This is an optimization exercise on Yosys and OpenROAD, whose aim is small area, a short achievable clock period and few clock cycles per item, not a production implementation.
At most, simulation tests tie the RTL to the original design; equivalence was not proved.
No functional check of the RTL was part of runs 3 and 5.
The clock port is modelled as an ideal driver; clocking choices that lean on that would not hold on a real chip.
No activity file was given, so power comes from the tool's default toggle rates.

==> flow/design.v <==
module ebus_crc8_table (
    input  wire [7:0] index,
    output reg  [7:0] entry
);
  integer k;
  always @(*) begin
    entry = index;
    for (k = 0; k < 8; k = k + 1)
      entry = entry[7] ? ((entry << 1) ^ 8'h9B) : (entry << 1);
  end
endmodule
module ebus_deframer (
    input  wire       clk,
    input  wire       rst,
    input  wire       raw_valid,     
    input  wire [7:0] raw_byte,
    output reg        log_valid,     
    output reg  [7:0] log_byte,
    output reg        log_syn,       
    output reg        log_zero,      
    output reg        log_nack,      
    output reg        log_gt16,      
    output reg        evt_valid,     
    output reg        evt_frm,       
    output reg  [5:0] evt_a_lo,      
    output reg  [7:0] evt_b
);
  reg       pend_valid;
  reg [5:0] pend;
  wire       b7   = raw_byte[7];
  wire       b6   = raw_byte[6];
  wire       cmd1 = (pend[5:2] == 4'd1);
  wire [7:0] x;
  assign x[5:0] = raw_byte[5:0];
  assign x[7:6] = (pend_valid & b7) ? {pend[1] ^ (pend[0] & b6), pend[0] ^ b6}
                                    : raw_byte[7:6];
  always @(posedge clk) begin
    if (rst) begin
      pend_valid <= 1'b0;
      log_valid  <= 1'b0;
      evt_valid  <= 1'b0;
      evt_b      <= 8'h00;
    end else begin
      if (raw_valid) pend_valid <= ~pend_valid & b7 & b6;
      log_valid <= raw_valid & (pend_valid ? (~b7 | cmd1) : ~(b7 & b6));
      evt_valid <= raw_valid & pend_valid & (~b7 | ~cmd1);
      evt_b     <= x;
    end
  end
  always @(posedge clk) begin
    if (!pend_valid) pend <= raw_byte[5:0];
    log_byte <= x;
    log_syn  <= (x == 8'hAA);
    log_zero <= (x == 8'h00);
    log_nack <= (x == 8'hFF);
    log_gt16 <= (x > 8'h10);
    evt_frm  <= ~b7;
    evt_a_lo <= b7 ? {2'b00, pend[5:2]} : pend;
  end
endmodule
module ebus_telegram_fsm (
    input  wire         clk,
    input  wire         rst,
    input  wire         in_valid,      
    input  wire [7:0]   in_byte,
    input  wire         in_syn,        
    input  wire         in_zero,       
    input  wire         in_nack,       
    input  wire         in_gt16,       
    output reg          emit,
    output reg  [7:0]   req_src,
    output reg  [7:0]   req_dest,
    output reg  [7:0]   req_cmd_hi,
    output reg  [7:0]   req_cmd_lo,
    output reg  [4:0]   req_len,
    output wire [127:0] req_payload,
    output reg  [7:0]   req_crc,       
    output reg          has_rsp,       
    output reg  [4:0]   rsp_len,
    output wire [127:0] rsp_payload,
    output reg  [7:0]   rsp_crc,       
    output reg          evt_valid,
    output reg  [1:0]   evt_code,      
    output reg          evt_rsp,
    output reg  [7:0]   evt_a,
    output reg  [7:0]   evt_b
);
  localparam [7:0] BROADCAST = 8'hFE;
  reg s_syn, s_src, s_dest, s_cmdh, s_cmdl, s_len, s_dreq, s_drsp, s_crc, s_ack, s_rsp;
  wire s_data = s_dreq | s_drsp;
  reg [7:0] r_pl [0:15];
  reg [7:0] p_pl [0:15];
  reg [3:0] idx;           
  reg       last;          
  reg       bcast;
  genvar gi;
  generate
    for (gi = 0; gi < 16; gi = gi + 1) begin : g_pl
      assign req_payload[8*gi +: 8] = r_pl[gi];
      assign rsp_payload[8*gi +: 8] = p_pl[gi];
    end
  endgenerate
  wire [7:0] crc_act = has_rsp ? rsp_crc : req_crc;
  wire [7:0] req_tab, rsp_tab;
  ebus_crc8_table u_req_table (.index(req_crc), .entry(req_tab));
  ebus_crc8_table u_rsp_table (.index(rsp_crc), .entry(rsp_tab));
  wire [7:0] req_next = req_tab ^ in_byte;
  wire [7:0] rsp_next = rsp_tab ^ in_byte;
  wire       crc_eq   = has_rsp ? (in_byte == rsp_crc) : (in_byte == req_crc);
  wire [4:0] act_len  = s_drsp ? rsp_len : req_len;
  wire [4:0] idx_inc  = {1'b0, idx} + 5'd1;
  wire [4:0] idx_inc2 = {1'b0, idx} + 5'd2;
  wire       len_one  = (in_byte[4:0] == 5'd1);
  always @(posedge clk) begin
    evt_b       <= in_byte;
    evt_a       <= s_crc ? crc_act : in_byte;
    evt_rsp     <= s_rsp | has_rsp;
    evt_code[1] <= s_crc | s_ack;
    evt_code[0] <= ~s_crc;
  end
  integer i;
  always @(posedge clk) begin
    for (i = 0; i < 16; i = i + 1) begin
      if (s_dreq && idx == i[3:0]) r_pl[i] <= in_byte;
      if (s_drsp && idx == i[3:0]) p_pl[i] <= in_byte;
    end
  end
  always @(posedge clk) begin
    if (in_valid) begin
      if (s_src && !in_syn) begin
        req_src <= in_byte;
        req_crc <= in_byte;
        has_rsp <= 1'b0;
      end
      if (s_dest) begin
        req_dest <= in_byte;
        req_crc  <= req_next;
        bcast    <= (in_byte == BROADCAST);
      end
      if (s_cmdh) begin
        req_cmd_hi <= in_byte;
        req_crc    <= req_next;
      end
      if (s_cmdl) begin
        req_cmd_lo <= in_byte;
        req_crc    <= req_next;
      end
      if (s_len && !in_gt16) begin
        req_len   <= in_byte[4:0];
        req_crc   <= req_next;
        idx       <= 4'd0;
        last      <= len_one;
      end
      if (s_dreq) req_crc <= req_next;
      if (s_drsp) rsp_crc <= rsp_next;
      if (s_data) begin
        idx  <= idx_inc[3:0];
        last <= (idx_inc2 == act_len);
      end
      if (s_rsp && !in_syn && !in_gt16) begin
        rsp_len   <= in_byte[4:0];
        rsp_crc   <= in_byte;
        has_rsp   <= 1'b1;
        idx       <= 4'd0;
        last      <= len_one;
      end
    end
  end
  always @(posedge clk) begin
    if (rst) begin
      s_syn     <= 1'b1;
      s_src     <= 1'b0;
      s_dest    <= 1'b0;
      s_cmdh    <= 1'b0;
      s_cmdl    <= 1'b0;
      s_len     <= 1'b0;
      s_dreq    <= 1'b0;
      s_drsp    <= 1'b0;
      s_crc     <= 1'b0;
      s_ack     <= 1'b0;
      s_rsp     <= 1'b0;
      emit      <= 1'b0;
      evt_valid <= 1'b0;
    end else begin
      emit      <= in_valid & ((s_ack & in_zero & has_rsp) |
                               (s_ack & in_syn & bcast) |
                               (s_rsp & in_syn));
      evt_valid <= in_valid & ((s_len & in_gt16) |
                               (s_crc & ~crc_eq) |
                               (s_ack & ~in_zero & ~in_nack & ~in_syn) |
                               (s_rsp & ~in_syn & in_gt16));
      if (in_valid) begin
        s_syn  <= (s_syn & ~in_syn) |
                  (s_len & in_gt16) |
                  (s_crc & ~crc_eq) |
                  (s_ack & ~in_syn & ~(in_zero & ~has_rsp)) |
                  (s_rsp & (in_syn | in_gt16));
        s_src  <= ((s_syn | s_src | s_ack) & in_syn);
        s_dest <= s_src & ~in_syn;
        s_cmdh <= s_dest;
        s_cmdl <= s_cmdh;
        s_len  <= s_cmdl;
        s_dreq <= (s_len & ~in_gt16 & ~in_zero) |
                  (s_dreq & ~last);
        s_drsp <= (s_rsp & ~in_syn & ~in_gt16 & ~in_zero) |
                  (s_drsp & ~last);
        s_crc  <= ((s_len | s_rsp) & in_zero) |
                  (s_data & last);
        s_ack  <= s_crc & crc_eq;
        s_rsp  <= s_ack & in_zero & ~has_rsp;
      end
    end
  end
endmodule
module ebus_decoder (
    input  wire         clk,
    input  wire         rst,
    input  wire         in_valid,
    input  wire [7:0]   in_data,
    output wire         in_ready,
    output wire         tel_valid,
    output wire [7:0]   tel_src,
    output wire [7:0]   tel_dest,
    output wire [7:0]   tel_cmd_hi,
    output wire [7:0]   tel_cmd_lo,
    output wire [4:0]   tel_len,
    output wire [127:0] tel_payload,
    output wire [7:0]   tel_crc,
    output wire         tel_has_rsp,
    output wire [4:0]   tel_rsp_len,
    output wire [127:0] tel_rsp_payload,
    output wire [7:0]   tel_rsp_crc,
    output wire         dfr_evt_valid,
    output wire [3:0]   dfr_evt_code,
    output wire [7:0]   dfr_evt_a,
    output wire [7:0]   dfr_evt_b,
    output wire         fsm_evt_valid,
    output wire [3:0]   fsm_evt_code,
    output wire         fsm_evt_rsp,
    output wire [7:0]   fsm_evt_a,
    output wire [7:0]   fsm_evt_b
);
  assign in_ready = 1'b1;
  wire       log_valid;
  wire [7:0] log_byte;
  wire       log_syn, log_zero, log_nack, log_gt16;
  wire       dfr_frm;
  wire [5:0] dfr_a_lo;
  ebus_deframer u_deframer (
      .clk      (clk),
      .rst      (rst),
      .raw_valid(in_valid),
      .raw_byte (in_data),
      .log_valid(log_valid),
      .log_byte (log_byte),
      .log_syn  (log_syn),
      .log_zero (log_zero),
      .log_nack (log_nack),
      .log_gt16 (log_gt16),
      .evt_valid(dfr_evt_valid),
      .evt_frm  (dfr_frm),
      .evt_a_lo (dfr_a_lo),
      .evt_b    (dfr_evt_b)
  );
  assign dfr_evt_code = {2'b00, ~dfr_frm, dfr_frm};
  assign dfr_evt_a    = {dfr_frm, dfr_frm, dfr_a_lo};
  wire [1:0] evt_code;
  ebus_telegram_fsm u_fsm (
      .clk        (clk),
      .rst        (rst),
      .in_valid   (log_valid),
      .in_byte    (log_byte),
      .in_syn     (log_syn),
      .in_zero    (log_zero),
      .in_nack    (log_nack),
      .in_gt16    (log_gt16),
      .emit       (tel_valid),
      .req_src    (tel_src),
      .req_dest   (tel_dest),
      .req_cmd_hi (tel_cmd_hi),
      .req_cmd_lo (tel_cmd_lo),
      .req_len    (tel_len),
      .req_payload(tel_payload),
      .req_crc    (tel_crc),
      .has_rsp    (tel_has_rsp),
      .rsp_len    (tel_rsp_len),
      .rsp_payload(tel_rsp_payload),
      .rsp_crc    (tel_rsp_crc),
      .evt_valid  (fsm_evt_valid),
      .evt_code   (evt_code),
      .evt_rsp    (fsm_evt_rsp),
      .evt_a      (fsm_evt_a),
      .evt_b      (fsm_evt_b)
  );
  assign fsm_evt_code = {1'b0, evt_code[1], ~evt_code[1], evt_code[0]};
endmodule
==> flow/flow/run.sh <==
#!/bin/bash
# Standard ORFS layout (the standard.sh, standard synthesis unchanged),
# except that:
#  - the port buffers are buf_1 instead of the cell buffer_ports picks;
#  - after CTS the clock tree's root buffer is removed, so the clock port
#    drives the tree's first-level buffers (2 to 4 of them) directly.
set -euo pipefail
export BUFFER_PORTS_ARGS="-buffer_cell sky130_fd_sc_hd__buf_1"
export PRE_CTS_TCL="$PWD/flow/prects.tcl"
bash standard.sh finish > standard_flow.log 2>&1
==> flow/flow/prects.tcl <==
# Run before CTS: after clock_tree_synthesis, drop the tree's root buffer
# so that the clock port drives the first-level tree buffers directly.
source [file join [file dirname [info script]] rmroot.tcl]
rename clock_tree_synthesis my_orig_clock_tree_synthesis
proc clock_tree_synthesis {args} {
  my_orig_clock_tree_synthesis {*}$args
  my_remove_clock_root
}
==> flow/flow/rmroot.tcl <==
proc my_remove_clock_root {} {
  set blk [ord::get_db_block]
  foreach inst [$blk getInsts] {
    set m [[$inst getMaster] getName]
    if {![string match "sky130_fd_sc_hd__clkbuf_*" $m]} continue
    set a [$inst findITerm A]
    set inet [$a getNet]
    if {$inet eq "NULL" || [$inet getName] ne "clk"} continue
    set onet [[$inst findITerm X] getNet]
    set loads {}
    foreach it [$onet getITerms] {
      if {[$it getInst] ne $inst} { lappend loads $it }
    }
    if {[llength $loads] > 4 || [llength [$inet getITerms]] != 1} {
      puts "my_remove_clock_root: keeping [$inst getName] ([llength $loads] loads)"
      continue
    }
    foreach it $loads { $it disconnect; $it connect $inet }
    puts "my_remove_clock_root: removed [$inst getName], port now drives [llength $loads] buffers"
    odb::dbInst_destroy $inst
    odb::dbNet_destroy $onet
  }
}
==> flow/standard.sh <==
#!/bin/bash
# synth_recipe.tcl (not shown) runs the flow's synth.tcl, then flattens the netlist and writes it again
# the make line also repeats each setting of config.mk as NAME=value (left out here)
make -C /OpenROAD-flow-scripts/flow DESIGN_CONFIG=/design/flow/config.mk WORK_HOME=/design/flow/orfs CLKGATE_MAP_FILE= SYNTH_SCRIPT=/design/flow/synth_recipe.tcl "${@:-finish}"
==> flow/config.mk <==
export PLATFORM = sky130hd
export DESIGN_NAME = ebus_decoder
export DESIGN_NICKNAME = ebus_decoder
export VERILOG_FILES = /design/flow/design.v
export SDC_FILE = /design/flow/constraint.sdc
export NUM_CORES = 4
export LEC_CHECK = 0
export CAP_MARGIN = 20
export CORE_MARGIN = 2
export CORE_UTILIZATION = 40
export CTS_CLUSTER_DIAMETER = 80
export CTS_CLUSTER_SIZE = 30
export SETUP_SLACK_MARGIN = 2.9
export SLEW_MARGIN = 20
==> flow/constraint.sdc <==
create_clock -name core_clock -period 5.0 [get_ports {clk}]
set_input_delay 1.0000 -clock core_clock [delete_from_list [all_inputs] [get_ports {clk}]]
set_output_delay 1.0000 -clock core_clock [all_outputs]
set_load 0.01 [all_outputs]
==> flow_metrics.tcl, run 1 <==
set metrics [dict create \
    cp_num_cells 1 \
    initial_util_pct 40.9 \
    max_clk_rate_mhz 483 \
    timing_worst_setup_path_type "register to output port" \
    track_usage_pct 18.7 \
    timing.critical_path.arrival_ns 1.07 \
    number_of_antenna_violations_at_the_first_check_in_global_routing 0 \
    rsz0062_at_grt "true" \
    routed_wirelength_normalized_by_instance_count_um 22.0 \
    hold_class "register to register" \
    status "complete, no violations" \
    report.final.hold_viol_count 0 \
    reg_to_reg_setup_timing_slack_ns 3.01 \
    timing.final.crit_period_ns 2.07 \
    drt-vias-per-instance 4.83 \
    r2r_start "u_fsm.rsp_crc[6]$_DFFE_PP_" \
    final_critical_path_setup_slack_ns 2.93 \
    tritoncts_clock_tree "done" \
    p_per_area_nw_per_um2 347 \
    area_delta_synth_final_pct 19.7 \
    drt.antenna.violating_nets 0 \
    end_kind "output port" \
    total_negative_slack_for_setup_checks_ns 0 \
    vdd.ir_drop.worst_mv 0.230 \
    grt_max_degree 46 \
    globalRouteOverflowTotal 0 \
    critical_path.max_stage_delay_ns 0.50 \
    worstSkewPairLatency_ns 0.40 \
    final_cell_mix "365 x buf_1, 327 x edfxtp_1, 64 x nor2_1, 53 x dfxtp_1, 41 x xnor2_1" \
    worst-r2r-cell-count 6 \
    synth_seq_area_share_pct 85.3 \
    leading_cell_type_in_the_layout_fill_and_taps_excluded "buf_1" \
    dr.pass1.iters 5 \
    die_width_um 184 \
    route.final.wire_length_um 33100 \
    drtIter0Drc 494 \
    synth_enable_flop_cells 327 \
    max-cap-violations 0 \
    worstMarginPinSlew_ns 0.997 \
    setup_viol 0 \
    filler_cell_count 2767 \
    dp.final_hpwl_um 21200 \
    clock-skew-final_ns 0.0225 \
    relSlewSlack_pct 33.5 \
    synth.avg_cell_area_um2 18.5 \
    power.leakage_nw 4.99 \
    route.detailed.drc 0 \
    crit_path_cell_trace "buf_1" \
    numPortBuffers 366 \
    antennaDiodeCount 0 \
    finalCritPeriodShare_pct 41.4 \
    post_route_total_power_w 0.00540 \
    global_route_wire_length_before_repair_um 46500 \
    place.gp.congestion 0.796 \
    largestRegisters "u_fsm.p_pl (128), u_fsm.r_pl (128)" \
    grt_pass1_vias 6915 \
    synth.distinct_cells 44 \
    fin_nets 1110 \
    postSynthRegisterBits 389 \
    fp.coreArea_um2 31700 \
    dr_total_vias 7263 \
    synth-warning-count 5 \
    numCtsBuffers 18 \
    worst_setup_path_endpoint "tel_rsp_crc[2]" \
    crit_fanout 4 \
    synth-main-ff-cell "edfxtp_1" \
    placementRows 65 \
    crit_family "flip-flops" \
    reg2reg_to "u_fsm.rsp_crc[0]$_DFFE_PP_" \
    cts.reportedPaths.clkPinSlew_ns 0.11 \
    synth_async_sr_flop_share_pct 0 \
    floorplan.die_area_um2 33900 \
    design.portCount 371 \
    synthesis.area_um2 13000 \
    cp_num_buf_inv 1 \
    critical-path-slowest-cell "edfxtp_1" \
    tritoncts_num_sinks 389 \
    synthCells 702 \
    critPathLaunch "u_fsm.rsp_crc[2]$_DFFE_PP_" \
    finalMaxSlewViolations 0 \
    pre_cts_slack_ns 2.65 \
    post_route_cells_drive_above_1_share_pct 7.71 \
    hold-worst-slack_ns 0.484 \
    required_ns 4.00 \
    timing.critical_path.from_type "register" \
    height_of_the_die_um 184 \
]
==> synth_stat cells (4+ instances only) <==
| library cell | n | area, um2 |
|---|---|---|
| clkbuf_1 | 15 | 56.3 |
| nand2_1 | 28 | 105 |
| nor2b_1 | 10 | 62.6 |
| and2_1 | 5 | 31.3 |
| edfxtp_1 | 327 | 9820 |
| nor2_1 | 72 | 270 |
| dfxtp_1 | 62 | 1240 |
| buf_4 | 7 | 52.6 |
| xnor2_1 | 41 | 359 |
| mux2_2 | 6 | 67.6 |
| inv_1 | 14 | 52.6 |
| a21oi_1 | 20 | 100 |
| ha_1 | 6 | 75.1 |
| o21ai_0 | 7 | 35.0 |
| nand3_1 | 4 | 20.0 |
| nand2b_1 | 4 | 25.0 |
| mux2i_1 | 13 | 130 |
| nor4_1 | 6 | 37.5 |
| xor2_1 | 17 | 149 |
| a22oi_1 | 4 | 30.0 |
==> per-stage QoR <==
stage | utilization (%) | cells | cell area [um2]
final | 49.0 | 1505 | 15500
after global routing | 49.0 | 1505 | 15500
after CTS | 48.5 | 1489 | 15400
after detailed placement | 46.6 | 1453 | 14800
after global placement | 46.6 | 1453 | 14800
after floorplan | - | 704 | 13000
==> area by class of cell <==
| type | instances | area (um2) | area share [%] |
|---|---|---|---|
| clock buffers | 21 | 462 | 2.97 |
| clock inverters | 8 | 73.8 | 0.475 |
| inverters | 14 | 52.6 | 0.338 |
| multi-input cells | 274 | 1750 | 11.3 |
| flip-flops and latches | 389 | 11100 | 71.3 |
| well taps | 402 | 503 | 3.24 |
| repair buffers | 397 | 1610 | 10.4 |
==> per-layer routing <==
layer	part of all wire, %	vias up	track usage [%]
li1	-	3310	-
met1	41	3604	24.3
met2	50	313	32.7
met3	7.4	36	3.92
met5	0	-	0
met4	1.6	0	3.46
==> how the worst min path moves through the flow <==
stage | startpoint | to | slack, ns | depth (start not counted)
finish | u_fsm.s_src$_SDFFE_PP0P_ | u_fsm.s_src$_SDFFE_PP0P_ | 0.48 | 2
global route | u_fsm.s_src$_SDFFE_PP0P_ | u_fsm.s_src$_SDFFE_PP0P_ | 0.51 | 2
CTS | u_fsm.s_src$_SDFFE_PP0P_ | u_fsm.s_src$_SDFFE_PP0P_ | 0.50 | 2
detailed placement | u_fsm.s_src$_SDFFE_PP0P_ | u_fsm.s_src$_SDFFE_PP0P_ | 0.48 | 2
global placement | u_fsm.s_src$_SDFFE_PP0P_ | u_fsm.s_src$_SDFFE_PP0P_ | 0.44 | 2
floorplan | u_fsm.s_crc$_SDFFE_PP0P_ | u_fsm.evt_code[0]$_DFF_P_ | 0.37 | 1
==> worst register-to-register path: stages, from the launching register on <==
cell	delay [ns]
edfxtp_1	0.46
buf_4	0.19
xnor2_1	0.27
xnor3_1	0.42
xnor2_1	0.15
nand2_1	0.08
xnor2_1	0.15
==> repair_timing <==
item                       CTS  global route
setup buffers                7            16
gates resized for setup      2            11
hold buffers                 0             0
setup endpoints to repair   48            82
==> power breakdown <==
group	total, W	internal, W	switching (W)
Combinational	0.000153	0.0000400	0.000113
Sequential	0.00356	0.00354	0.0000243
Clock	0.00168	0.000694	0.000986
==> cell families after synthesis <==
kind of cell             synth area share [%]
AO/OA/AOI/OAI                            1.79
XOR/XNOR                                 4.09
adder cells (fa/ha/maj)                 0.579
buffers and inverters                    1.46
flip-flops                               85.3
multiplexers                             1.61
other                                  0.0579
AND/OR/NAND/NOR                          5.15
Testbench counts, summed over its fixed seeds: cycles 13,828, bytes 13,812.
==> inputs of run 2 (changes only) <==
--- a/flow/config.mk
+++ b/flow/config.mk
@@ -10,5 +10,6 @@
 export CORE_UTILIZATION = 40
 export CTS_CLUSTER_DIAMETER = 80
 export CTS_CLUSTER_SIZE = 30
+export PLACE_DENSITY = 0.45
 export SETUP_SLACK_MARGIN = 2.9
 export SLEW_MARGIN = 20
==> flow_metrics.tcl, run 2 <==
set metrics [dict create \
    status "complete, no violations" \
    cts_hold_buffers 0 \
    timing.critical_path.arrival_ns 1.07 \
    synth.top_cells.by_count "327 x edfxtp_1, 72 x nor2_1, 62 x dfxtp_1" \
    report.final.hold_viol_count 0 \
    crit_fanout 2 \
    dr_total_vias 7199 \
    post_route_total_power_w 0.00537 \
    floorplan.die_area_um2 33900 \
    synth-warning-count 5 \
    power_switching_share_pct 20.5 \
    route.final.wire_length_um 35000 \
    fp.coreArea_um2 31700 \
    max_clk_rate_mhz 483 \
    area_delta_synth_final_pct 19.4 \
    hold-worst-slack_ns 0.467 \
    worstSkewPairLatency_ns 0.40 \
    synth_largest_area_cell "edfxtp_1" \
    placementRows 65 \
    synth_seq_area_share_pct 85.3 \
    antennaDiodeCount 0 \
    relSlewSlack_pct 48.1 \
    dr.pass1.iters 6 \
    finalMaxSlewViolations 0 \
    synth_enable_flop_cells 327 \
    worstMarginPinSlew_ns 0.775 \
    number_of_antenna_violations_at_the_first_check_in_global_routing 0 \
    drt-vias-per-instance 4.79 \
    power.clock.fraction_pct 30.8 \
    grt_pass1_vias 6782 \
    synth.avg_cell_area_um2 18.5 \
    synth-main-ff-cell "edfxtp_1" \
    post-synth-top-area-fraction_pct 75.7 \
    vdd.ir_drop.worst_mv 0.272 \
    reported_net_switching_power_w 0.00110 \
    crit_path_cell_trace "clkbuf_2" \
    post-synth-top-count-cell "edfxtp_1" \
    cts.reportedPaths.clkPinSlew_ns 0.11 \
    timing.critical_path.from_type "register" \
    die_width_um 184 \
    numCtsBuffers 17 \
    synth.area.top_cells "edfxtp_1 76%, dfxtp_1 9.6%, xnor2_1 2.8%" \
    drt.antenna.violating_nets 0 \
    largestRegisters "u_fsm.p_pl (128), u_fsm.r_pl (128)" \
    synth_async_sr_flop_share_pct 0 \
    synth.distinct_cells 44 \
    track_usage_pct 20.0 \
    required_ns 4.00 \
    globalRouteOverflowTotal 0 \
    max-cap-violations 0 \
    finalCritPeriodShare_pct 41.4 \
    synthesis.area_um2 13000 \
    post_route_cells_drive_above_1_share_pct 7.27 \
    height_of_the_die_um 184 \
    design.portCount 371 \
    clock-skew-final_ns 0.0260 \
    grt_max_degree 45 \
    setup_viol 0 \
    power.share.combinational_pct 2.9 \
    tritoncts_num_sinks 389 \
    leading_cell_type_in_the_layout_fill_and_taps_excluded "buf_1" \
    critical_path.max_stage_delay_ns 0.50 \
    hold_class "register to register" \
    place_inst 1454 \
    timing.final.crit_period_ns 2.07 \
    drtIter0Drc 514 \
    internal-power_w 0.00427 \
    end_kind "output port" \
    seq_power_share_pct 66.3 \
    place.gp.congestion 0.795 \
    final_cell_count_no_fill 1502 \
    routed_wirelength_normalized_by_instance_count_um 23.3 \
    numPortBuffers 366 \
    dp.final_hpwl_um 23000 \
    route.detailed.drc 0 \
    tritoncts_clock_tree "done" \
    global_route_wire_length_before_repair_um 48800 \
    timing_worst_setup_path_type "register to output port" \
    crit_family "flip-flops" \
    critical-path-slowest-cell "edfxtp_1" \
    power.leakage_nw 4.96 \
    fin_nets 1106 \
    rsz0062_at_grt "true" \
    synthCells 702 \
    total_negative_slack_for_setup_checks_ns 0 \
    initial_util_pct 40.9 \
    p_per_area_nw_per_um2 347 \
    cp_num_buf_inv 1 \
    postSynthRegisterBits 389 \
    final_cell_mix "364 x buf_1, 327 x edfxtp_1, 67 x nor2_1, 52 x dfxtp_1, 40 x xnor2_1" \
]
run 2: cell counts after synthesis:
Identical to the previous run, type by type.
run 2: area by class of cell:
type                       instances  area [um2]
clock inverter                     5        67.6
tap                              402         503
inverter                          14        60.1
sequential                       389       11100
fill                            2821       16200
clock buffer                      24         440
timing repair buffer             394        1590
multi-input combinational        274        1750
run 2: metal layers:
metal / track usage [%] / wire length [um] / vias up
met5: 0 / 0 / -
met4: 4.16 / 660 / 0
li1: - / - / 3299
met2: 34.1 / 17300 / 261
met1: 27.1 / 14800 / 3607
met3: 3.63 / 2270 / 32
run 2: logic make-up after synthesis:
group | Yosys count | synth area share [%]
DFF | 389 | 85.3
adders and majority gates | 6 | 0.579
other | 2 | 0.0579
muxes | 20 | 1.61
xor gates and xnor gates | 59 | 4.09
buffers and inverters | 41 | 1.46
and+or+nand+nor | 146 | 5.15
AOI/OAI and AO/OA | 39 | 1.79
run 2: per-stage QoR:
| stage | utilization, % | setup WS, ns | area (um2) |
|---|---|---|---|
| after floorplan | - | 2.95 | 13000 |
| after global placement | 46.7 | 2.56 | 14800 |
| after detailed placement | 46.7 | 2.50 | 14800 |
| after CTS | 48.5 | 2.90 | 15400 |
| after global routing | 48.8 | 2.85 | 15500 |
| final | 48.8 | 2.93 | 15500 |
run 2: worst reg2reg max path: cells and delay by family (launching register included):
| family | cells | cell delay (ns) |
|---|---|---|
| flip-flops | 1 | 0.51 |
| AND/OR/NAND/NOR | 2 | 0.83 |
| buffers and inverters | 1 | 0.12 |
| adder cells (fa/ha/maj) | 1 | 0.17 |
run 2: repair_timing:
action | 4_1_cts | 5_1_grt
buffers inserted | 9 | 10
pin swaps | 0 | 0
gates resized for setup | 3 | 12
endpoints found under the setup margin | 48 | 69
run 2: power groups by stage:
stage | Clock [W] | Sequential (W) | Combinational (W)
final | 0.00165 | 0.00356 | 0.000158
after CTS | 0.00169 | 0.00356 | 0.000162
after floorplan | 0 | 0.00365 | 0.0000588
after detailed placement | 0 | 0.00364 | 0.000159
after global routing | 0.00181 | 0.00357 | 0.000174
after global placement | 0 | 0.00364 | 0.000160
run 2: path summary, 6_finish.rpt:
check | startpoint | endpoint | slack, ns | depth (start not counted)
worst min-delay path | u_fsm.s_src$_SDFFE_PP0P_ | u_fsm.s_src$_SDFFE_PP0P_ | 0.47 | 2
worst min register to register | u_fsm.s_src$_SDFFE_PP0P_ | u_fsm.s_src$_SDFFE_PP0P_ | 0.47 | 2
worst max register to register | u_fsm.idx[0]$_SDFFCE_PP0P_ | u_fsm.p_pl[2][4]$_DFFE_PP_ | 2.99 | 4
worst max-delay path | u_fsm.req_crc[3]$_DFFE_PP_ | tel_crc[3] | 2.93 | 1
==> inputs of run 3 (changes only) <==
--- a/flow/design.v
+++ b/flow/design.v
@@ -22,8 +22,7 @@
     output reg        log_gt16,      
     output reg        evt_valid,     
     output reg        evt_frm,       
-    output reg  [5:0] evt_a_lo,      
-    output reg  [7:0] evt_b
+    output reg  [5:0] evt_a_lo       
 );
   reg       pend_valid;
   reg [5:0] pend;
@@ -39,12 +38,10 @@
       pend_valid <= 1'b0;
       log_valid  <= 1'b0;
       evt_valid  <= 1'b0;
-      evt_b      <= 8'h00;
     end else begin
       if (raw_valid) pend_valid <= ~pend_valid & b7 & b6;
       log_valid <= raw_valid & (pend_valid ? (~b7 | cmd1) : ~(b7 & b6));
       evt_valid <= raw_valid & pend_valid & (~b7 | ~cmd1);
-      evt_b     <= x;
     end
   end
   always @(posedge clk) begin
@@ -259,10 +256,10 @@
       .log_gt16 (log_gt16),
       .evt_valid(dfr_evt_valid),
       .evt_frm  (dfr_frm),
-      .evt_a_lo (dfr_a_lo),
-      .evt_b    (dfr_evt_b)
+      .evt_a_lo (dfr_a_lo)
   );
   assign dfr_evt_code = {2'b00, ~dfr_frm, dfr_frm};
+  assign dfr_evt_b    = log_byte;
   assign dfr_evt_a    = {dfr_frm, dfr_frm, dfr_a_lo};
   wire [1:0] evt_code;
   ebus_telegram_fsm u_fsm (
--- a/flow/config.mk
+++ b/flow/config.mk
@@ -10,6 +10,5 @@
 export CORE_UTILIZATION = 40
 export CTS_CLUSTER_DIAMETER = 80
 export CTS_CLUSTER_SIZE = 30
-export PLACE_DENSITY = 0.45
 export SETUP_SLACK_MARGIN = 2.9
 export SLEW_MARGIN = 20
==> flow_metrics.tcl, run 3 <==
set metrics [dict create \
    grt_max_degree 43 \
    synth-warning-count 5 \
    cts.reportedPaths.clkPinSlew_ns 0.11 \
    die_width_um 183 \
    seq_power_share_pct 64.9 \
    status "complete, no violations" \
    synth_largest_area_cell "edfxtp_1" \
    numPortBuffers 366 \
    fp.coreArea_um2 31500 \
    total_negative_slack_for_setup_checks_ns 0 \
    design.portCount 371 \
    postSynthRegisterBits 381 \
    power_switching_share_pct 20.9 \
    filler_cell_count 2759 \
    route.detailed.drc 0 \
    power.clock.fraction_pct 31.9 \
    hold_class "register to register" \
    muxShareOfSynthArea_pct 1.64 \
    vdd.ir_drop.worst_mv 0.182 \
    reported_net_switching_power_w 0.00113 \
    post_route_cells_drive_above_1_share_pct 9.30 \
    grt-busiest-layer "met2" \
    synth_adder_area_share_pct 0.589 \
    timing_worst_setup_path_type "register to output port" \
    relSlewSlack_pct 48.5 \
    track_usage_pct 19.8 \
    dp.final_hpwl_um 22000 \
    global_route_wire_length_before_repair_um 47600 \
    internal-power_w 0.00426 \
    rsz0062_at_grt "true" \
    finalCritPeriodShare_pct 43.0 \
    height_of_the_die_um 183 \
    p_per_area_nw_per_um2 347 \
    reg_to_reg_setup_timing_slack_ns 3.01 \
    routed_wirelength_normalized_by_instance_count_um 23.1 \
    floorplan.die_area_um2 33300 \
    grt_pass1_vias 6733 \
    worstMarginPinSlew_ns 0.770 \
    grtUsageMet3_pct 4.03 \
    post_route_total_power_w 0.00538 \
    synth_async_sr_flop_share_pct 0 \
    globalRouteOverflowTotal 0 \
    reg2reg_to "u_fsm.p_pl[12][1]$_DFFE_PP_" \
    tritoncts_num_sinks 381 \
    place.gp.congestion 0.802 \
    synth.top_cells.by_count "327 x edfxtp_1, 70 x nor2_1, 54 x dfxtp_1" \
    max-cap-violations 0 \
    end_kind "output port" \
    drtIter0Drc 525 \
    largestRegisters "u_fsm.p_pl (128), u_fsm.r_pl (128)" \
    max_clk_rate_mhz 465 \
    synth.area.top_cells "edfxtp_1 77%, dfxtp_1 8.5%, xnor2_1 2.7%" \
    setup_viol 0 \
    leading_cell_type_in_the_layout_fill_and_taps_excluded "buf_1" \
    initial_util_pct 40.5 \
    r2r_start "u_fsm.idx[0]$_SDFFCE_PP0P_" \
    timing.critical_path.from_type "register" \
    area_delta_synth_final_pct 21.7 \
    grtUsageMet1_pct 26.6 \
    compound_cell_area_share_of_the_yosys_netlist_pct 1.85 \
    post_synth_xor_area_fraction_pct 3.98 \
    dr_total_vias 7222 \
    numCtsBuffers 18 \
    power.leakage_nw 4.97 \
    fin_nets 1102 \
    post-synth-top-count-cell "edfxtp_1" \
    power.share.combinational_pct 3.3 \
    timing.critical_path.arrival_ns 1.15 \
    synthesis.area_um2 12700 \
    number_of_antenna_violations_at_the_first_check_in_global_routing 2 \
    synth_seq_area_share_pct 85.5 \
    placementRows 65 \
    synth_enable_flop_cells 327 \
    combinational_family_with_the_most_area_after_synthesis "simple AND/OR/NAND/NOR gates" \
    synth.avg_cell_area_um2 18.6 \
    drt-vias-per-instance 4.82 \
    finalMaxSlewViolations 0 \
    route.final.wire_length_um 34600 \
    post-synth-top-area-fraction_pct 77.0 \
    groute.layer.met2.usage_pct 33.5 \
    tritoncts_clock_tree "done" \
    crit_fanout 14 \
    required_ns 4.00 \
    drt.antenna.violating_nets 0 \
    critPathLaunch "u_deframer.log_byte[0]$_DFF_P_" \
    worstSkewPairLatency_ns 0.40 \
    worst_setup_path_endpoint "dfr_evt_b[0]" \
    final_cell_mix "365 x buf_1, 327 x edfxtp_1, 58 x nor2_1, 45 x dfxtp_1, 39 x xnor2_1" \
    synthCells 684 \
    synth-simple-area-share_pct 4.96 \
    cts_hold_buffers 0 \
    synth.distinct_cells 45 \
    timing.final.crit_period_ns 2.15 \
    worst-r2r-cell-count 4 \
    synth-main-ff-cell "edfxtp_1" \
    report.final.hold_viol_count 0 \
    dr.pass1.iters 5 \
    antennaDiodeCount 0 \
    clock-skew-final_ns 0.0205 \
]
-- run 3: changes by cell type in the layout (fill, tap and decap cells not counted), sizes merged, moves of 2 or more --
| cell | delta |
|---|---|
| buf | +13 |
| dfxtp | -8 |
| inv | +2 |
| nor2 | -2 |
| nor2b | -6 |
| nor3 | +2 |
| nor4 | -2 |
| xnor2 | -2 |
| xor2 | +2 |
-- run 3: final cells by class --
cell class	count	area, um2	area share [%]
clock buffer	25	477	3.07
clock inverter	6	98.8	0.637
inverter	13	48.8	0.315
multi-input combinational	266	1730	11.1
sequential	381	10900	70.5
tap	402	503	3.24
timing repair buffer	406	1730	11.1
-- run 3: cells by family after synthesis --
group,Yosys count
other cells,2
simple gates,139
flops,381
compound gates,39
mux,20
buf+inv,39
xor+xnor,58
fa+ha+maj,6
-- run 3: power by group through the flow --
stage / Sequential [W] / Combinational [W] / Clock, W
2_1_floorplan: 0.00358 / 0.0000568 / 0
5_1_grt: 0.00350 / 0.000189 / 0.00188
3_3_place_gp: 0.00359 / 0.000129 / 0
6_report: 0.00349 / 0.000175 / 0.00172
4_1_cts: 0.00349 / 0.000172 / 0.00176
3_5_place_dp: 0.00359 / 0.000130 / 0
-- run 3: per-layer routing --
layer  routed length (um)  up-vias
met1                14500     3616
met3                 2480       28
met4                  629        0
li1                     -     3280
met5                    0        -
met2                17000      298
-- run 3: worst max-delay path: stages (launching register included) --
cell	delay [ns]
dfxtp_4	0.42
buf_12	0.16
buf_1	0.16
-- run 3: through the flow --
step / setup WS, ns / utilization (%) / hold WS [ns] / area [um2] / cells
final: 2.85 / 49.3 / 0.466 / 15500 / 1499
after global routing: 2.80 / 49.3 / 0.499 / 15500 / 1499
after CTS: 2.77 / 48.8 / 0.468 / 15400 / 1487
after detailed placement: 2.71 / 46.3 / 0.451 / 14600 / 1436
after global placement: 2.75 / 46.3 / 0.448 / 14600 / 1436
after floorplan: 2.94 / - / 0.434 / 12800 / 686
-- run 3: worst min-delay path by stage --
| stage | from | slack (ns) | cells past startpoint | endpoint |
|---|---|---|---|---|
| 6_report | u_fsm.s_src$_SDFFE_PP0P_ | 0.47 | 2 | u_fsm.s_src$_SDFFE_PP0P_ |
| 5_1_grt | u_fsm.s_src$_SDFFE_PP0P_ | 0.50 | 2 | u_fsm.s_src$_SDFFE_PP0P_ |
| 4_1_cts | u_fsm.s_src$_SDFFE_PP0P_ | 0.47 | 2 | u_fsm.s_src$_SDFFE_PP0P_ |
| 3_5_place_dp | u_fsm.s_src$_SDFFE_PP0P_ | 0.45 | 2 | u_fsm.s_src$_SDFFE_PP0P_ |
| 3_3_place_gp | u_fsm.s_src$_SDFFE_PP0P_ | 0.45 | 2 | u_fsm.s_src$_SDFFE_PP0P_ |
| 2_1_floorplan | u_fsm.s_src$_SDFFE_PP0P_ | 0.43 | 2 | u_fsm.s_src$_SDFFE_PP0P_ |
-- run 3: timing repair --
action                     4_1_cts  5_1_grt
pin swaps                        0        1
cloned                           0        1
buffers inserted                20       11
setup endpoints to repair       47       94
gates resized for setup         14       16
==> inputs of run 4 (changes only) <==
--- a/flow/design.v
+++ b/flow/design.v
@@ -22,7 +22,8 @@
     output reg        log_gt16,      
     output reg        evt_valid,     
     output reg        evt_frm,       
-    output reg  [5:0] evt_a_lo       
+    output reg  [5:0] evt_a_lo,      
+    output reg  [7:0] evt_b
 );
   reg       pend_valid;
   reg [5:0] pend;
@@ -38,10 +39,12 @@
       pend_valid <= 1'b0;
       log_valid  <= 1'b0;
       evt_valid  <= 1'b0;
+      evt_b      <= 8'h00;
     end else begin
       if (raw_valid) pend_valid <= ~pend_valid & b7 & b6;
       log_valid <= raw_valid & (pend_valid ? (~b7 | cmd1) : ~(b7 & b6));
       evt_valid <= raw_valid & pend_valid & (~b7 | ~cmd1);
+      evt_b     <= x;
     end
   end
   always @(posedge clk) begin
@@ -256,10 +259,10 @@
       .log_gt16 (log_gt16),
       .evt_valid(dfr_evt_valid),
       .evt_frm  (dfr_frm),
-      .evt_a_lo (dfr_a_lo)
+      .evt_a_lo (dfr_a_lo),
+      .evt_b    (dfr_evt_b)
   );
   assign dfr_evt_code = {2'b00, ~dfr_frm, dfr_frm};
-  assign dfr_evt_b    = log_byte;
   assign dfr_evt_a    = {dfr_frm, dfr_frm, dfr_a_lo};
   wire [1:0] evt_code;
   ebus_telegram_fsm u_fsm (
--- a/flow/config.mk
+++ b/flow/config.mk
@@ -8,7 +8,9 @@
 export CAP_MARGIN = 20
 export CORE_MARGIN = 2
 export CORE_UTILIZATION = 40
-export CTS_CLUSTER_DIAMETER = 80
-export CTS_CLUSTER_SIZE = 30
-export SETUP_SLACK_MARGIN = 2.9
+export CTS_BUF_LIST = sky130_fd_sc_hd__clkbuf_8
+export CTS_CLUSTER_DIAMETER = 50
+export CTS_CLUSTER_SIZE = 18
+export PLACE_DENSITY = 0.45
+export SETUP_SLACK_MARGIN = 2.95
 export SLEW_MARGIN = 20
==> flow_metrics.tcl, run 4 <==
set metrics [dict create \
    status "complete, no violations" \
    worstMarginPinSlew_ns 0.813 \
    cts.reportedPaths.clkPinSlew_ns 0.10 \
    synth-warning-count 5 \
    worstSkewPairLatency_ns 0.39 \
    global_route_wire_length_before_repair_um 50300 \
    synth_seq_area_share_pct 85.3 \
    route.final.wire_length_um 36000 \
    relSlewSlack_pct 45.6 \
    route.detailed.drc 0 \
    total_negative_slack_for_setup_checks_ns 0 \
    synthesis.area_um2 13000 \
    clock-skew-final_ns 0.0334 \
    place_inst 1454 \
    number_of_antenna_violations_at_the_first_check_in_global_routing 0 \
    area_delta_synth_final_pct 21.7 \
    final_cell_count_no_fill 1538 \
    hold-worst-slack_ns 0.474 \
    synth.distinct_cells 44 \
    synth-main-ff-cell "edfxtp_1" \
    synth_enable_flop_cells 327 \
    cp_num_cells 1 \
    cts_hold_buffers 0 \
    finalMaxSlewViolations 0 \
    power.share.combinational_pct 2.8 \
    postSynthRegisterBits 389 \
    fin_nets 1125 \
    routed_wirelength_normalized_by_instance_count_um 23.4 \
    timing.critical_path.from_type "register" \
    height_of_the_die_um 184 \
    final_cell_mix "361 x buf_1, 327 x edfxtp_1, 68 x nor2_1, 52 x dfxtp_1, 39 x xnor2_1" \
    numCtsBuffers 36 \
    leading_cell_type_in_the_layout_fill_and_taps_excluded "buf_1" \
    power.leakage_nw 5.13 \
    report.final.hold_viol_count 0 \
    synthCells 702 \
    synth.avg_cell_area_um2 18.5 \
    vdd.ir_drop.worst_mv 0.205 \
    post-synth-top-area-fraction_pct 75.7 \
    critical-path-slowest-cell "edfxtp_1" \
    dr_total_vias 7473 \
    drtIter0Drc 520 \
    worst_hold_stages 2 \
    crit_family "flip-flops" \
    max_clk_rate_mhz 490 \
    place.gp.congestion 0.771 \
    synth_adder_area_share_pct 0.579 \
    muxShareOfSynthArea_pct 1.61 \
    rsz0062_at_grt "true" \
    crit_path_cell_trace "clkbuf_2" \
    hold_class "register to register" \
    post-synth-top-count-cell "edfxtp_1" \
    post_synth_xor_area_fraction_pct 4.09 \
    finalCritPeriodShare_pct 40.8 \
    setup_viol 0 \
    dp.final_hpwl_um 23000 \
    synth-simple-area-share_pct 5.15 \
    tritoncts_clock_tree "done" \
    largestRegisters "u_fsm.p_pl (128), u_fsm.r_pl (128)" \
    synth.top_cells.by_count "327 x edfxtp_1, 72 x nor2_1, 62 x dfxtp_1" \
    tritoncts_num_sinks 389 \
    dr.pass1.iters 5 \
    power_switching_share_pct 22.1 \
    required_ns 4.00 \
    fp.coreArea_um2 31700 \
    r2r_start "u_fsm.idx[0]$_SDFFCE_PP0P_" \
    synth_largest_area_cell "edfxtp_1" \
    floorplan.die_area_um2 33900 \
    combinational_family_with_the_most_area_after_synthesis "simple AND/OR/NAND/NOR gates" \
    track_usage_pct 20.7 \
    drt-vias-per-instance 4.86 \
    placementRows 65 \
    compound_cell_area_share_of_the_yosys_netlist_pct 1.79 \
    synth_async_sr_flop_share_pct 0 \
    timing_worst_setup_path_type "register to output port" \
    timing.final.crit_period_ns 2.04 \
    die_width_um 184 \
    initial_util_pct 40.9 \
    drt.antenna.violating_nets 0 \
    post_route_total_power_w 0.00575 \
    seq_power_share_pct 61.9 \
    numPortBuffers 366 \
    max-cap-violations 0 \
    reported_net_switching_power_w 0.00127 \
    grt_pass1_vias 7312 \
    critPathLaunch "u_fsm.req_len[3]$_DFFE_PP_" \
    end_kind "output port" \
    cp_num_buf_inv 1 \
    critical_path.max_stage_delay_ns 0.48 \
    worst-r2r-cell-count 4 \
    globalRouteOverflowTotal 0 \
    synth.area.top_cells "edfxtp_1 76%, dfxtp_1 9.6%, xnor2_1 2.8%" \
    power.clock.fraction_pct 35.3 \
    grt_max_degree 45 \
    antennaDiodeCount 0 \
    timing.critical_path.arrival_ns 1.04 \
    post_route_cells_drive_above_1_share_pct 10.7 \
    design.portCount 371 \
    internal-power_w 0.00448 \
    p_per_area_nw_per_um2 364 \
    crit_fanout 2 \
    hold_path.startpoint "u_fsm.s_src$_SDFFE_PP0P_" \
    filler_cell_count 2791 \
]
==> run 4: cell types whose count changed in the layout (fill, tap and decap cells not counted), sizes merged, moves of 5 or more <==
cell / previous run / this run
clkinv: 1 / 6
nor2b: 4 / 10
dfxtp: 54 / 62
inv: 16 / 26
clkinvlp: 1 / 7
clkbuf: 26 / 42
buf: 405 / 389
==> run 4: per-layer routing <==
| layer | GRT usage (%) | share of wire [%] | vias to the layer above |
|---|---|---|---|
| li1 | - | - | 3352 |
| met1 | 26.3 | 41 | 3759 |
| met2 | 35.7 | 49 | 312 |
| met3 | 4.64 | 6.9 | 50 |
| met4 | 5.47 | 2.3 | 0 |
| met5 | 0 | 0 | - |
==> run 4: cells by family (layout without fill, tap and decap cells) <==
| group | Yosys count | count (layout) |
|---|---|---|
| xor gates and xnor gates | 59 | 59 |
| adders and majority gates | 6 | 6 |
| AOI/OAI and AO/OA | 39 | 39 |
| buffers and inverters | 41 | 473 |
| and+or+nand+nor | 146 | 146 |
| DFF | 389 | 389 |
| other | 2 | 4 |
| muxes | 20 | 20 |
==> run 4: power groups by stage <==
stage                     sequential [W]  clock (W)  combinational [W]
final                            0.00356    0.00203           0.000159
after global routing             0.00357    0.00223           0.000174
after CTS                        0.00356    0.00208           0.000163
after detailed placement         0.00364          0           0.000159
after global placement           0.00364          0           0.000159
after floorplan                  0.00365          0          0.0000592
==> run 4: final timing paths <==
kind	to	slack [ns]
setup / recovery	tel_len[3]	2.96
hold reg to reg	u_fsm.s_src$_SDFFE_PP0P_	0.47
hold / removal	u_fsm.s_src$_SDFFE_PP0P_	0.47
setup reg to reg	u_fsm.r_pl[14][1]$_DFFE_PP_	2.98
==> run 4: timing repair <==
item | 4_1_cts | 5_1_grt
setup endpoints to repair | 20 | 80
setup buffers | 18 | 1
pin swaps | 0 | 1
resized for setup | 1 | 17
gates cloned | 0 | 0
==> run 4: final cells by class <==
cell class                 instances  area (um2)  area share [%]
sequential                       389       11100            70.2
tap                              402         503            3.19
clock inverter                    28         283            1.79
inverter                          14        52.6           0.333
clock buffer                      37         509            3.23
timing repair buffer             394        1590            10.1
multi-input combinational        274        1770            11.2
==> run 4: stage by stage <==
stage / cell area [um2] / util (%) / setup WS (ns)
3_5_place_dp: 14800 / 46.7 / 2.56
6_report: 15800 / 49.8 / 2.96
4_1_cts: 15700 / 49.6 / 2.96
2_1_floorplan: 13000 / - / 3.01
3_3_place_gp: 14800 / 46.7 / 2.58
5_1_grt: 15800 / 49.8 / 2.86
Testbench counts of run 4, summed over its fixed seeds: cycles 13,828, bytes 13,812.
==> inputs of run 5 (changes only) <==
--- a/flow/design.v
+++ b/flow/design.v
@@ -16,10 +16,6 @@
     input  wire [7:0] raw_byte,
     output reg        log_valid,     
     output reg  [7:0] log_byte,
-    output reg        log_syn,       
-    output reg        log_zero,      
-    output reg        log_nack,      
-    output reg        log_gt16,      
     output reg        evt_valid,     
     output reg        evt_frm,       
     output reg  [5:0] evt_a_lo,      
@@ -50,10 +46,6 @@
   always @(posedge clk) begin
     if (!pend_valid) pend <= raw_byte[5:0];
     log_byte <= x;
-    log_syn  <= (x == 8'hAA);
-    log_zero <= (x == 8'h00);
-    log_nack <= (x == 8'hFF);
-    log_gt16 <= (x > 8'h10);
     evt_frm  <= ~b7;
     evt_a_lo <= b7 ? {2'b00, pend[5:2]} : pend;
   end
@@ -63,10 +55,6 @@
     input  wire         rst,
     input  wire         in_valid,      
     input  wire [7:0]   in_byte,
-    input  wire         in_syn,        
-    input  wire         in_zero,       
-    input  wire         in_nack,       
-    input  wire         in_gt16,       
     output reg          emit,
     output reg  [7:0]   req_src,
     output reg  [7:0]   req_dest,
@@ -85,7 +73,14 @@
     output reg  [7:0]   evt_a,
     output reg  [7:0]   evt_b
 );
+  localparam [7:0] SYN       = 8'hAA;
+  localparam [7:0] NACK      = 8'hFF;
   localparam [7:0] BROADCAST = 8'hFE;
+  localparam [7:0] MAX_LEN   = 8'h10;
+  wire in_syn  = (in_byte == SYN);
+  wire in_zero = (in_byte == 8'h00);
+  wire in_nack = (in_byte == NACK);
+  wire in_gt16 = (in_byte > MAX_LEN);
   reg s_syn, s_src, s_dest, s_cmdh, s_cmdl, s_len, s_dreq, s_drsp, s_crc, s_ack, s_rsp;
   wire s_data = s_dreq | s_drsp;
   reg [7:0] r_pl [0:15];
@@ -106,7 +101,7 @@
   ebus_crc8_table u_rsp_table (.index(rsp_crc), .entry(rsp_tab));
   wire [7:0] req_next = req_tab ^ in_byte;
   wire [7:0] rsp_next = rsp_tab ^ in_byte;
-  wire       crc_eq   = has_rsp ? (in_byte == rsp_crc) : (in_byte == req_crc);
+  wire       crc_eq   = (in_byte == crc_act);
   wire [4:0] act_len  = s_drsp ? rsp_len : req_len;
   wire [4:0] idx_inc  = {1'b0, idx} + 5'd1;
   wire [4:0] idx_inc2 = {1'b0, idx} + 5'd2;
@@ -243,7 +238,6 @@
   assign in_ready = 1'b1;
   wire       log_valid;
   wire [7:0] log_byte;
-  wire       log_syn, log_zero, log_nack, log_gt16;
   wire       dfr_frm;
   wire [5:0] dfr_a_lo;
   ebus_deframer u_deframer (
@@ -253,10 +247,6 @@
       .raw_byte (in_data),
       .log_valid(log_valid),
       .log_byte (log_byte),
-      .log_syn  (log_syn),
-      .log_zero (log_zero),
-      .log_nack (log_nack),
-      .log_gt16 (log_gt16),
       .evt_valid(dfr_evt_valid),
       .evt_frm  (dfr_frm),
       .evt_a_lo (dfr_a_lo),
@@ -270,10 +260,6 @@
       .rst        (rst),
       .in_valid   (log_valid),
       .in_byte    (log_byte),
-      .in_syn     (log_syn),
-      .in_zero    (log_zero),
-      .in_nack    (log_nack),
-      .in_gt16    (log_gt16),
       .emit       (tel_valid),
       .req_src    (tel_src),
       .req_dest   (tel_dest),
--- a/flow/config.mk
+++ b/flow/config.mk
@@ -8,9 +8,8 @@
 export CAP_MARGIN = 20
 export CORE_MARGIN = 2
 export CORE_UTILIZATION = 40
-export CTS_BUF_LIST = sky130_fd_sc_hd__clkbuf_8
-export CTS_CLUSTER_DIAMETER = 50
-export CTS_CLUSTER_SIZE = 18
+export CTS_CLUSTER_DIAMETER = 80
+export CTS_CLUSTER_SIZE = 30
 export PLACE_DENSITY = 0.45
-export SETUP_SLACK_MARGIN = 2.95
+export SETUP_SLACK_MARGIN = 2.9
 export SLEW_MARGIN = 20
==> flow_metrics.tcl, run 5 <==
set metrics [dict create \
    globalRouteOverflowTotal 0 \
    synth-warning-count 5 \
    drt-vias-per-instance 4.88 \
    finish.instance_area_um2 15900 \
    report.final.hold_viol_count 0 \
    tritoncts_num_sinks 385 \
    cp_num_buf_inv 1 \
    numCtsBuffers 18 \
    worst_hold_stages 2 \
    global_route_wire_length_before_repair_um 50200 \
    numPortBuffers 366 \
    terminating_pin_of_the_worst_hold_path "u_fsm.s_dest$_SDFFE_PP0P_" \
    power.leakage_nw 5.16 \
    place.gp.congestion 0.767 \
    max_clk_rate_mhz 482 \
    timing.critical_path.from_type "register" \
    cts.reportedPaths.clkPinSlew_ns 0.11 \
    reg2reg_to "u_fsm.s_rsp$_SDFFE_PP0P_" \
    placementRows 65 \
    reg_to_reg_setup_timing_slack_ns 2.95 \
    worstSkewPairLatency_ns 0.41 \
    drt.antenna.violating_nets 0 \
    hold_path.startpoint "u_fsm.s_dest$_SDFFE_PP0P_" \
    rsz0062_at_grt "true" \
    final_cell_mix "364 x buf_1, 327 x edfxtp_1, 50 x nor2_1, 49 x dfxtp_1, 40 x buf_4" \
    synth.area.top_cells "edfxtp_1 76%, dfxtp_1 9.0%, xnor2_1 2.1%" \
    timing.final.crit_period_ns 2.08 \
    synth.avg_cell_area_um2 18.5 \
    route.final.wire_length_um 36400 \
    post_place_instance_area_um2 14700 \
    synth.distinct_cells 45 \
    total_negative_slack_for_setup_checks_ns 0 \
    height_of_the_die_um 184 \
    routed_wirelength_normalized_by_instance_count_um 24.0 \
    leading_cell_type_in_the_layout_fill_and_taps_excluded "buf_1" \
    track_usage_pct 20.7 \
    crit_family "flip-flops" \
    worstMarginPinSlew_ns 0.842 \
    post-synth-top-count-cell "edfxtp_1" \
    pre_cts_slack_ns 2.09 \
    area_delta_synth_final_pct 23.2 \
    dr_total_vias 7408 \
    fp.coreArea_um2 31600 \
    status "complete, no violations" \
    filler_cell_count 2761 \
    required_ns 4.00 \
    post_route_cells_drive_above_1_share_pct 11.3 \
    grt_max_degree 49 \
    end_kind "output port" \
    tritoncts_clock_tree "done" \
    timing_worst_setup_path_type "register to output port" \
    post_route_total_power_w 0.00543 \
    antennaDiodeCount 0 \
    design.portCount 371 \
    finalCritPeriodShare_pct 41.5 \
    final_critical_path_setup_slack_ns 2.92 \
    crit_path_cell_trace "clkbuf_2" \
    setup_viol 0 \
    dr.pass1.iters 5 \
    timing.critical_path.arrival_ns 1.08 \
    combinational_family_with_the_most_area_after_synthesis "simple AND/OR/NAND/NOR gates" \
    post_synth_xor_area_fraction_pct 3.87 \
    post-synth-top-area-fraction_pct 76.2 \
    hold-worst-slack_ns 0.479 \
    muxShareOfSynthArea_pct 1.62 \
    synth_largest_area_cell "edfxtp_1" \
    hold_class "register to register" \
    grt_pass1_vias 7033 \
    largestRegisters "u_fsm.p_pl (128), u_fsm.r_pl (128)" \
    dp.final_hpwl_um 22800 \
    critical-path-slowest-cell "edfxtp_1" \
    worst-r2r-cell-count 5 \
    synthesis.area_um2 12900 \
    max-cap-violations 0 \
    synthCells 698 \
    vdd.ir_drop.worst_mv 0.242 \
    route.detailed.drc 0 \
    synth_enable_flop_cells 327 \
    finalMaxSlewViolations 0 \
    fin_nets 1124 \
    floorplan.die_area_um2 33700 \
    p_per_area_nw_per_um2 342 \
    synth_seq_area_share_pct 85.2 \
    postSynthRegisterBits 385 \
    synth_async_sr_flop_share_pct 0 \
    r2r_start "u_deframer.log_byte[4]$_DFF_P_" \
    critical_path.max_stage_delay_ns 0.49 \
    compound_cell_area_share_of_the_yosys_netlist_pct 2.08 \
    drtIter0Drc 573 \
    number_of_antenna_violations_at_the_first_check_in_global_routing 1 \
    synth_adder_area_share_pct 0.582 \
    synth-simple-area-share_pct 4.99 \
    initial_util_pct 40.7 \
    cts_hold_buffers 0 \
    clock-skew-final_ns 0.0252 \
    synth.top_cells.by_count "327 x edfxtp_1, 64 x nor2_1, 58 x dfxtp_1" \
    crit_fanout 2 \
    die_width_um 184 \
    synth-main-ff-cell "edfxtp_1" \
    relSlewSlack_pct 43.7 \
]
## run 5: changes by cell type in the layout (fill, tap and decap cells not counted), sizes merged, moves of 5 or more
| cell | change |
|---|---|
| clkbuf | -17 |
| xor2 | +9 |
| xnor2 | -10 |
| nor2 | -8 |
| buf | +26 |
| inv | -11 |
| clkinvlp | -5 |
| nor4 | -6 |
## run 5: routing by layer
metal	global-route usage, %	wire length [um]	vias up
met4	3.62	452	0
met1	27.5	15200	3716
met3	4.30	2560	29
met2	35.8	18200	311
met5	0	0	-
li1	-	-	3352
## run 5: timing repair
item                                    4_1_cts  5_1_grt
setup buffers                                25       22
cloned                                        2        0
endpoints found under the setup margin       95      109
pin swaps                                     3        4
gates resized for setup                      28       15
## run 5: cell type report
| type | instances | area [um2] | share of cell area (%) |
|---|---|---|---|
| clock buffer | 23 | 469 | 2.95 |
| clock inverter | 6 | 81.3 | 0.512 |
| inverter | 14 | 56.3 | 0.354 |
| multi-input combinational | 270 | 1810 | 11.4 |
| sequential | 385 | 11000 | 69.3 |
| tap | 402 | 503 | 3.17 |
| timing repair buffer | 419 | 1950 | 12.3 |
## run 5: worst max path at each step
stage	start	to	slack, ns	depth (start not counted)
floorplan	u_deframer.log_byte[3]$_DFF_P_	u_fsm.idx[0]$_SDFFCE_PP0P_	2.91	6
global placement	u_deframer.log_byte[3]$_DFF_P_	u_fsm.rsp_crc[3]$_DFFE_PP_	2.17	6
detailed placement	u_deframer.log_byte[3]$_DFF_P_	u_fsm.rsp_crc[0]$_DFFE_PP_	2.09	6
CTS	u_fsm.req_crc[1]$_DFFE_PP_	tel_crc[1]	2.90	1
global route	u_fsm.idx[2]$_SDFFCE_PP0P_	u_fsm.p_pl[9][2]$_DFFE_PP_	2.86	2
finish	u_fsm.has_rsp$_SDFFCE_PP1P_	tel_has_rsp	2.92	1
## run 5: cells by family after synthesis
family,after synthesis
flops,385
simple gates,140
xor+xnor,57
buf+inv,45
compound gates,43
mux,20
fa+ha+maj,6
other cells,2
## run 5: power breakdown
part           internal (W)  switching, W  leakage (nW)
logic             0.0000686      0.000119          1.46
registers           0.00350     0.0000318          3.44
clock network      0.000704       0.00101         0.260
total               0.00428       0.00116          5.16
## run 5: per-stage QoR
stage / std cells / util (%)
2_1_floorplan: 700 / -
3_3_place_gp: 1441 / 46.4
3_5_place_dp: 1441 / 46.4
4_1_cts: 1497 / 49.5
5_1_grt: 1519 / 50.2
6_report: 1519 / 50.2
==> inputs of run 6 (changes only) <==
--- a/flow/design.v
+++ b/flow/design.v
@@ -16,6 +16,10 @@
     input  wire [7:0] raw_byte,
     output reg        log_valid,     
     output reg  [7:0] log_byte,
+    output reg        log_syn,       
+    output reg        log_zero,      
+    output reg        log_nack,      
+    output reg        log_gt16,      
     output reg        evt_valid,     
     output reg        evt_frm,       
     output reg  [5:0] evt_a_lo,      
@@ -46,6 +50,10 @@
   always @(posedge clk) begin
     if (!pend_valid) pend <= raw_byte[5:0];
     log_byte <= x;
+    log_syn  <= (x == 8'hAA);
+    log_zero <= (x == 8'h00);
+    log_nack <= (x == 8'hFF);
+    log_gt16 <= (x > 8'h10);
     evt_frm  <= ~b7;
     evt_a_lo <= b7 ? {2'b00, pend[5:2]} : pend;
   end
@@ -55,6 +63,10 @@
     input  wire         rst,
     input  wire         in_valid,      
     input  wire [7:0]   in_byte,
+    input  wire         in_syn,        
+    input  wire         in_zero,       
+    input  wire         in_nack,       
+    input  wire         in_gt16,       
     output reg          emit,
     output reg  [7:0]   req_src,
     output reg  [7:0]   req_dest,
@@ -73,14 +85,7 @@
     output reg  [7:0]   evt_a,
     output reg  [7:0]   evt_b
 );
-  localparam [7:0] SYN       = 8'hAA;
-  localparam [7:0] NACK      = 8'hFF;
   localparam [7:0] BROADCAST = 8'hFE;
-  localparam [7:0] MAX_LEN   = 8'h10;
-  wire in_syn  = (in_byte == SYN);
-  wire in_zero = (in_byte == 8'h00);
-  wire in_nack = (in_byte == NACK);
-  wire in_gt16 = (in_byte > MAX_LEN);
   reg s_syn, s_src, s_dest, s_cmdh, s_cmdl, s_len, s_dreq, s_drsp, s_crc, s_ack, s_rsp;
   wire s_data = s_dreq | s_drsp;
   reg [7:0] r_pl [0:15];
@@ -101,7 +106,7 @@
   ebus_crc8_table u_rsp_table (.index(rsp_crc), .entry(rsp_tab));
   wire [7:0] req_next = req_tab ^ in_byte;
   wire [7:0] rsp_next = rsp_tab ^ in_byte;
-  wire       crc_eq   = (in_byte == crc_act);
+  wire       crc_eq   = has_rsp ? (in_byte == rsp_crc) : (in_byte == req_crc);
   wire [4:0] act_len  = s_drsp ? rsp_len : req_len;
   wire [4:0] idx_inc  = {1'b0, idx} + 5'd1;
   wire [4:0] idx_inc2 = {1'b0, idx} + 5'd2;
@@ -238,6 +243,7 @@
   assign in_ready = 1'b1;
   wire       log_valid;
   wire [7:0] log_byte;
+  wire       log_syn, log_zero, log_nack, log_gt16;
   wire       dfr_frm;
   wire [5:0] dfr_a_lo;
   ebus_deframer u_deframer (
@@ -247,6 +253,10 @@
       .raw_byte (in_data),
       .log_valid(log_valid),
       .log_byte (log_byte),
+      .log_syn  (log_syn),
+      .log_zero (log_zero),
+      .log_nack (log_nack),
+      .log_gt16 (log_gt16),
       .evt_valid(dfr_evt_valid),
       .evt_frm  (dfr_frm),
       .evt_a_lo (dfr_a_lo),
@@ -260,6 +270,10 @@
       .rst        (rst),
       .in_valid   (log_valid),
       .in_byte    (log_byte),
+      .in_syn     (log_syn),
+      .in_zero    (log_zero),
+      .in_nack    (log_nack),
+      .in_gt16    (log_gt16),
       .emit       (tel_valid),
       .req_src    (tel_src),
       .req_dest   (tel_dest),
==> flow/flow/run.sh (replaced) <==
#!/bin/bash
# Standard ORFS layout (the standard.sh, standard synthesis unchanged),
# except that:
#  - the port buffers are buf_1 instead of the cell buffer_ports picks;
#  - after CTS the clock tree's root buffer is removed, so the clock port
#    drives the tree's first-level buffers (2 to 4 of them) directly;
#  - after global placement each register that drives an output port's
#    buffer is moved onto that buffer (detailed placement legalizes it).
set -euo pipefail
export BUFFER_PORTS_ARGS="-buffer_cell sky130_fd_sc_hd__buf_1"
export PRE_CTS_TCL="$PWD/flow/prects.tcl"
export POST_GLOBAL_PLACE_TCL="$PWD/flow/pullff.tcl"
bash standard.sh finish > standard_flow.log 2>&1
==> flow/flow/pullff.tcl (new file) <==
# After global placement: move each register that drives an output port's
# buffer onto that buffer, so the register-to-buffer wire is short.
# Detailed placement then legalizes the moved registers.
proc my_pull_output_regs {} {
  set blk [ord::get_db_block]
  set moved 0
  foreach bt [$blk getBTerms] {
    if {[$bt getIoType] ne "OUTPUT"} continue
    set net [$bt getNet]
    if {$net eq "NULL"} continue
    set buf ""
    foreach it [$net getITerms] {
      if {[$it getIoType] eq "OUTPUT"} { set buf [$it getInst] }
    }
    if {$buf eq ""} continue
    set a [$buf findITerm A]
    if {$a eq "NULL"} continue
    set inet [$a getNet]
    if {$inet eq "NULL"} continue
    set drv ""
    foreach it [$inet getITerms] {
      if {[$it getIoType] eq "OUTPUT"} { set drv [$it getInst] }
    }
    if {$drv eq ""} continue
    if {![string match "*dfxtp*" [[$drv getMaster] getName]]} continue
    set loc [$buf getLocation]
    $drv setLocation [lindex $loc 0] [lindex $loc 1]
    incr moved
  }
  puts "my_pull_output_regs: moved $moved registers"
}
my_pull_output_regs
==> flow_metrics.tcl, run 6 <==
set metrics [dict create \
    finalMaxSlewViolations 0 \
    post_route_cells_drive_above_1_share_pct 7.69 \
    synth.distinct_cells 44 \
    placementRows 65 \
    drtIter0Drc 484 \
    synthesis.area_um2 13000 \
    floorplan.die_area_um2 33900 \
    route.final.wire_length_um 35800 \
    worst_hold_stages 2 \
    finish.utilization_pct 49.0 \
    setup_viol 0 \
    tritoncts_num_sinks 389 \
    post_place_instance_area_um2 14800 \
    groute.layer.met2.usage_pct 34.9 \
    crit_fanout 4 \
    relSlewSlack_pct 30.0 \
    area_delta_synth_final_pct 19.9 \
    critical_path.max_stage_delay_ns 0.50 \
    vdd.ir_drop.worst_mv 0.222 \
    synth_enable_flop_cells 327 \
    synth-main-ff-cell "edfxtp_1" \
    dr_total_vias 7359 \
    status "complete, no violations" \
    synth_largest_area_cell "edfxtp_1" \
    track_usage_pct 20.2 \
    routed_wirelength_normalized_by_instance_count_um 23.8 \
    hold_class "register to register" \
    drt.antenna.violating_nets 0 \
    synth_async_sr_flop_share_pct 0 \
    max-cap-violations 0 \
    cts_hold_buffers 0 \
    synth.avg_cell_area_um2 18.5 \
    worstSkewPairLatency_ns 0.42 \
    timing.final.crit_period_ns 2.06 \
    crit_family "flip-flops" \
    multi_input_area_um2 1760 \
    global_route_wire_length_before_repair_um 49300 \
    globalRouteOverflowTotal 0 \
    cts.reportedPaths.clkPinSlew_ns 0.12 \
    numPortBuffers 366 \
    cp_num_cells 1 \
    synth_seq_area_share_pct 85.3 \
    design.portCount 371 \
    timing.critical_path.from_type "register" \
    finalCritPeriodShare_pct 41.2 \
    required_ns 4.00 \
    power.leakage_nw 4.99 \
    grtUsageMet1_pct 26.5 \
    cp_num_buf_inv 1 \
    report.final.hold_viol_count 0 \
    postSynthRegisterBits 389 \
    p_per_area_nw_per_um2 347 \
    synth.top_cells.by_count "327 x edfxtp_1, 72 x nor2_1, 62 x dfxtp_1" \
    finish.instance_area_um2 15500 \
    end_kind "output port" \
    fin_nets 1111 \
    synth.area.top_cells "edfxtp_1 76%, dfxtp_1 9.6%, xnor2_1 2.8%" \
    grtUsageMet3_pct 3.76 \
    tritoncts_clock_tree "done" \
    dp.final_hpwl_um 22900 \
    numCtsBuffers 18 \
    route.detailed.drc 0 \
    largestRegisters "u_fsm.p_pl (128), u_fsm.r_pl (128)" \
    number_of_antenna_violations_at_the_first_check_in_global_routing 0 \
    drt-vias-per-instance 4.88 \
    grt_pass1_vias 7010 \
    total_negative_slack_for_setup_checks_ns 0 \
    critical-path-slowest-cell "edfxtp_1" \
    height_of_the_die_um 184 \
    final_cell_mix "366 x buf_1, 327 x edfxtp_1, 68 x nor2_1, 52 x dfxtp_1, 41 x xnor2_1" \
    rsz0062_at_grt "true" \
]
run 6: logic make-up after synthesis:
| group | share of synthesized area, % |
|---|---|
| other cells | 0.0579 |
| compound gates | 1.79 |
| buf+inv | 1.46 |
| simple gates | 5.15 |
| flops | 85.3 |
| mux | 1.61 |
| xor+xnor | 4.09 |
| fa+ha+maj | 0.579 |
run 6: layout make-up:
| type | count | area share (%) |
|---|---|---|
| clock buffers | 22 | 2.86 |
| clock inverters | 9 | 0.595 |
| inverters | 14 | 0.362 |
| multi-input cells | 274 | 11.3 |
| flip-flops and latches | 389 | 71.2 |
| well taps | 402 | 3.23 |
| repair buffers | 398 | 10.4 |
run 6: stage by stage:
stage	setup slack [ns]	instances
after floorplan	2.95	704
after global placement	2.56	1454
after detailed placement	2.57	1454
after CTS	2.90	1489
after global routing	2.86	1508
final	2.94	1508
run 6: worst paths after layout:
check                                  start                    endpoint
setup reg to reg  u_fsm.rsp_crc[1]$_DFFE_PP_  u_fsm.rsp_crc[0]$_DFFE_PP_
setup / recovery  u_fsm.rsp_crc[6]$_DFFE_PP_              tel_rsp_crc[6]
hold / removal      u_fsm.s_src$_SDFFE_PP0P_    u_fsm.s_src$_SDFFE_PP0P_
hold reg to reg     u_fsm.s_src$_SDFFE_PP0P_    u_fsm.s_src$_SDFFE_PP0P_
run 6: repair_timing:
item | CTS | global route
endpoints found under the setup margin | 83 | 84
setup buffers | 4 | 19
resized for setup | 3 | 10
run 6: power by group:
group          internal, W  switching [W]  total, W  leakage, nW
sequential         0.00354      0.0000233   0.00356         3.47
combinational    0.0000399       0.000125  0.000164         1.26
clock             0.000673        0.00100   0.00167        0.260
total              0.00425        0.00115   0.00540         4.99
run 6: metal layers:
metal	vias up	wire length, um
met4	0	948
met2	311	17500
met1	3674	14900
li1	3324	-
met3	50	2420
met5	-	0
Testbench counts of run 6, summed over its fixed seeds: cycles 13,828, bytes 13,812.

Setup slack of run 6, layout unchanged: 2.940 ns with ideal ports, 2.878 ns with driving cells assumed (clock clkbuf_16, inputs buf_2), 2.610 ns with port delays also shifted by the 0.462 ns mid clock arrival.
